Context: an optimization exercise on an open-source flow, tuned for small area, a short achievable clock period and few clock cycles. The choices shown serve that exercise and are no tape-out recipe. Only simulation tests tie the RTL to the original design; equivalence was not proved. Power and IR drop assume default switching activity.

==> branch tundra: inputs <==
## ea_engine
module ea_engine (
    input  wire        clk,
    input  wire        rst,
    input  wire        req,
    input  wire        we,
    input  wire [1:0]  space,
    input  wire [7:0]  addr,
    input  wire [31:0] wdata,
    output reg  [31:0] rdata,
    output wire        busy
);
==> flow/config.mk <==
export PLATFORM = sky130hd
export DESIGN_NAME = ea_engine
export DESIGN_NICKNAME = ea_engine
export VERILOG_FILES = /design/flow/design.v
export SDC_FILE = /design/flow/constraint.sdc
export NUM_CORES = 4
export LEC_CHECK = 0
export CAP_MARGIN = 20
export CORE_MARGIN = 2
export CORE_UTILIZATION = 45
export SETUP_SLACK_MARGIN = 5
export SLEW_MARGIN = 20
==> flow/constraint.sdc <==
create_clock -name core_clock -period 12.0 [get_ports {clk}]
set_input_delay 2.4000 -clock core_clock [delete_from_list [all_inputs] [get_ports {clk}]]
set_output_delay 2.4000 -clock core_clock [all_outputs]
set_load 0.01 [all_outputs]
run.sh (not shown) runs the stock make flow with config.mk's settings and CLKGATE_MAP_FILE= SYNTH_SCRIPT=/design/flow/synth_recipe.tcl, a recipe that flattens the netlist after the stock synthesis.
==> inputs of branch quartz, as changes to branch tundra <==
--- a/flow/config.mk
+++ b/flow/config.mk
@@ -7,6 +7,5 @@
 export LEC_CHECK = 0
 export CAP_MARGIN = 20
 export CORE_MARGIN = 2
-export CORE_UTILIZATION = 45
-export SETUP_SLACK_MARGIN = 5
+export CORE_UTILIZATION = 40
 export SLEW_MARGIN = 20
==> comparison table <==
|  | branch quartz | branch tundra |
|---|---|---|
| Final-layout clock-cell area share | 4.897% | 4.568% |
| Worst reg2reg endpoint | tx[148] | err[1] |
| Multi-input gate count | 5,602 | 5,609 |
| Die footprint | 0.1757 sq mm | 0.1564 sq mm |
| Result of the run | finished clean | finished clean |
| Count of inserted antenna diode cells | 14 | 9 |
| Count of instances resized after the clock tree is built | 0 | 682 |
| Non-filler instance count after layout | 9,819 | 9,934 |
| Fraction of standard cell area that is sequential | 31.73% | 29.05% |
| Vias in the first global route | 60,420 | 63,514 |
| Fmax | 0.09596 GHz | 0.1308 GHz |
| Count of inverters not on the clock network in the layout | 517 | 518 |
| Crit path buf inv count | 3 | 7 |
| Share of total power in combinational logic | 6.1% | 7.4% |
| Total length of routed met2 wires | 139,900 um | 146,700 um |
Testbench counts of branch tundra, summed over its fixed seeds: cycles 12,607.
Testbench counts of branch quartz, summed over its fixed seeds: cycles 12,607.

========
==> inputs of v18 <==
Another version of the RTL of ea_engine (not shown whole).
make LEC_CHECK=0 ABC_AREA=1 CAP_MARGIN=20 CORE_MARGIN=2 CORE_UTILIZATION=45 SETUP_SLACK_MARGIN=5 SLEW_MARGIN=20 SYNTH_HIERARCHICAL=1 TNS_END_PERCENT=0 finish   # period 12.0 ns
==> v20 (differences from v18) <==
--- a/flow/design.v
+++ b/flow/design.v
@@ -108,15 +108,12 @@
     reg [18:0] dn_pb;       
     reg [4:0]  dn_c;        
     reg        sm;
     reg        retry;
     reg [15:0] pay_mask;
     reg [18:0] rx_mask;
-    reg [18:0] rxm_e;
-    reg [15:0] pym_e;
-    reg        enc_e;
     assign busy = (state != S_IDLE) || retry;
     wire acc      = req && !busy;
     wire hw       = acc && we;
     wire hw_reg   = hw && (space == SP_REG);
     wire hw_pay   = hw && (space == SP_PAY) && (addr < 8'd16);
     wire hw_rx    = hw && (space == SP_RX) && (addr < RX_CAP);
@@ -142,14 +139,14 @@
     wire        dec_ovr  = (rx_len > RX_CAP);
     wire        dec_trn  = (rx_len < 8'd5);
     wire        enc_send = retry ? cmd[0] : c[0];     
     wire [12:0] sum_cs;
     wire        dec_csok;
     ea_csum u_cs (
-        .enc_e (enc_e), .rx (rx[151:0]), .rx_mask (rxm_e), .pay (pay),
-        .pay_mask (pym_e), .nm1 (enc_nm1), .tx_node (tx_node),
+        .sm (sm), .rx (rx[151:0]), .rx_mask (rx_mask), .pay (pay),
+        .pay_mask (pay_mask), .nm1 (enc_nm1), .tx_node (tx_node),
         .tx_obj (tx_obj), .send (enc_send), .win (win),
         .sum (sum_cs), .csok (dec_csok)
     );
     wire [15:0] enc_cs  = {3'd0, sum_cs};
     wire [7:0]  enc_sd  = {enc_send, 3'b111, enc_nm1};
     wire enc_now  = cmd_go && c_enc && !enc_bad;
@@ -496,46 +493,12 @@
                     end
                 end
                 default: ;
             endcase
         end
     end
-    reg        sm_n;
-    reg [18:0] rx_mask_n;
-    reg [15:0] pay_mask_n;
-    integer ni;
-    always @(*) begin
-        sm_n       = sm;
-        rx_mask_n  = rx_mask;
-        pay_mask_n = pay_mask;
-        if (do_retry)
-            sm_n = !sm;
-        else if (hw_rx || (hw_reg && addr == R_RX_LEN))
-            sm_n = 1'b1;
-        else if (hw_pay || (hw_reg && (addr == R_PAY_LEN || addr == R_TX_NODE ||
-                                      addr == R_TX_OBJ)))
-            sm_n = 1'b0;
-        if (hw_reg && addr == R_RX_LEN)
-            for (ni = 0; ni < 19; ni = ni + 1)
-                rx_mask_n[ni] = (ni + 2 < wdata[7:0]);
-        if (hw_reg && addr == R_PAY_LEN)
-            for (ni = 0; ni < 16; ni = ni + 1)
-                pay_mask_n[ni] = (ni < wdata[4:0]);
-        else if (pk16_go)
-            pay_mask_n = 16'h0003;
-        if (rst) begin
-            sm_n       = 1'b0;
-            rx_mask_n  = 19'd0;
-            pay_mask_n = 16'd0;
-        end
-    end
-    always @(posedge clk) begin
-        rxm_e <= rx_mask_n & {19{sm_n}};
-        pym_e <= pay_mask_n & {16{!sm_n}};
-        enc_e <= !sm_n;
-    end
     wire lk_first = (state == S_LOCK) && (lk_k == 4'd0);
     always @(posedge clk) begin
         dn_pb  <= dn_pbv;
         step   <= busy ? step + 4'd1 : 4'd0;
         sc_rem <= up_r2;
         sc_dl  <= busy ? {sc_dl[4:0], 2'b00} : {up_m[5:0], 1'b0};
@@ -641,13 +604,13 @@
             if (space == 2'd0 && addr[4:0] < 5'd20)
                 rdata[31:8] = reg_v[addr[4:0] < 5'd20 ? addr[4:0] : 5'd0][31:8];
         end
     end
 endmodule
 module ea_csum (
-    input  wire         enc_e,
+    input  wire         sm,
     input  wire [151:0] rx,
     input  wire [18:0]  rx_mask,
     input  wire [127:0] pay,
     input  wire [15:0]  pay_mask,
     input  wire [3:0]   nm1,
     input  wire [7:0]   tx_node,
@@ -659,21 +622,22 @@
 );
     reg  [12:0] op [0:52];
     reg  [12:0] ss, sc;
     integer di;
     always @(*) begin
         for (di = 0; di < 19; di = di + 1) begin
-            op[di] = rx_mask[di] ? {5'd0, rx[8*di +: 8]} : 13'd0;
-            if (di == 0)
-                op[di] = op[di] | (enc_e ? {5'd0, 4'b0111, nm1} : 13'd0);
+            if (sm)
+                op[di] = rx_mask[di] ? {5'd0, rx[8*di +: 8]} : 13'd0;
+            else if (di == 0)
+                op[di] = {5'd0, 4'b0111, nm1};
             else if (di == 1)
-                op[di] = op[di] | (enc_e ? {5'd0, tx_node} : 13'd0);
+                op[di] = {5'd0, tx_node};
             else if (di == 2)
-                op[di] = op[di] | (enc_e ? {5'd0, tx_obj} : 13'd0);
+                op[di] = {5'd0, tx_obj};
             else
-                op[di] = op[di] | (pay_mask[di-3] ? {5'd0, pay[8*(di-3) +: 8]} : 13'd0);
+                op[di] = pay_mask[di-3] ? {5'd0, pay[8*(di-3) +: 8]} : 13'd0;
         end
         for (di = 0; di < 17; di = di + 1) begin
             op[19+2*di] = op[3*di] ^ op[3*di+1] ^ op[3*di+2];
             op[20+2*di] = {(op[3*di] & op[3*di+1]) |
                            (op[3*di] & op[3*di+2]) |
                            (op[3*di+1] & op[3*di+2]), 1'b0};
==> implementation parameters <==
Parameter                              Value

Finish
  Number of standard cells in the layout, taps in and fillers out    11.38k
  Most frequent cells in the layout    sky130_fd_sc_hd__nand2_1 (2315), sky130_fd_sc_hd__inv_1 (1091), sky130_fd_sc_hd__nor2_1 (879)

Worst setup path
  Peak per-stage delay on the critical path    between 0.2 and 0.3 ns
  Internal reg-to-reg setup slack    4.64 ns
  Slowest cell on the critical path    sky130_fd_sc_hd__clkdlybuf4s15_2
  Startpoint class of the critical path    primary input

Place
  Half-perimeter wire length after detailed placement    a little under 300 mm
  Final RePlAce weighted congestion    1.162

Synthesis
  Sequential element share of the synthesized area    between 30 and 40%
  Mux share of post-synthesis cell area    less than 1%

Run status
  Result of the run  no timing/DRC/antenna violations

Power and ir drop
  Clk pwr share    a little under half

Drt
  Number of vias per cell    about 6.3
That was v18.
==> implementation parameters <==
Parameter                              Value

Global routing
  Total global-route track usage    around 53%

Synthesis
  Mux share of post-synthesis cell area    0.1350%
  Sequential element share of the synthesized area    roughly 36%

Power and ir drop
  Clk pwr share    46.5%

Worst setup path
  Peak per-stage delay on the critical path    0.92 ns
  Slowest cell on the critical path    sky130_fd_sc_hd__dfxtp_1
  Internal reg-to-reg setup slack    between 4 and 5 ns
  Startpoint class of the critical path    flip-flop

Place
  Half-perimeter wire length after detailed placement    312.5 mm
  Final RePlAce weighted congestion    between 1 and 1.5

Drt
  Number of vias per cell    roughly 6.6

Run status
  Result of the run  no timing/DRC/antenna violations

Finish
  Number of standard cells in the layout, taps in and fillers out    11.38k
  Most frequent cells in the layout    sky130_fd_sc_hd__nand2_1 (2363), sky130_fd_sc_hd__inv_1 (978), sky130_fd_sc_hd__nor2_1 (734)
That was v20.
Testbench counts of v18, summed over its fixed seeds: cycles 12,639.
Testbench counts of v20, summed over its fixed seeds: cycles 12,639.

port drivers added, routing unchanged:
The results above use ideal ports. As a check the final layouts listed here were re-extracted and re-timed, cells and wires unchanged. Step 1: set_driving_cell puts a clkbuf_16 on clk and a buf_2 on each other input, an assumption about the parent block. Step 2 also shifts input and output timing later by t, the mid clock arrival at the registers, as if the neighbouring blocks saw the same clock. a / b / c = ideal / step 1 / step 2; a / b = the first two.
run	shift t [ns]	setup slack, ns	worst register clock-pin slew, ns	cell pins on the clock port's net
branch tundra	0.833	4.353 / 4.074 / 3.775	0.07 / 0.07	1
branch quartz	0.859	1.579 / 1.556 / 1.556	0.07 / 0.07	1
v18	0.851	4.603 / 4.577 / 4.025	0.07 / 0.07	1
v20	0.873	4.475 / 4.475 / 3.742	0.07 / 0.07	1
After both steps setup and hold are still met in every run listed. For v20, which loses most, drivers alone change the setup slack by 0.000 ns; drivers and shift together by -0.733 ns.
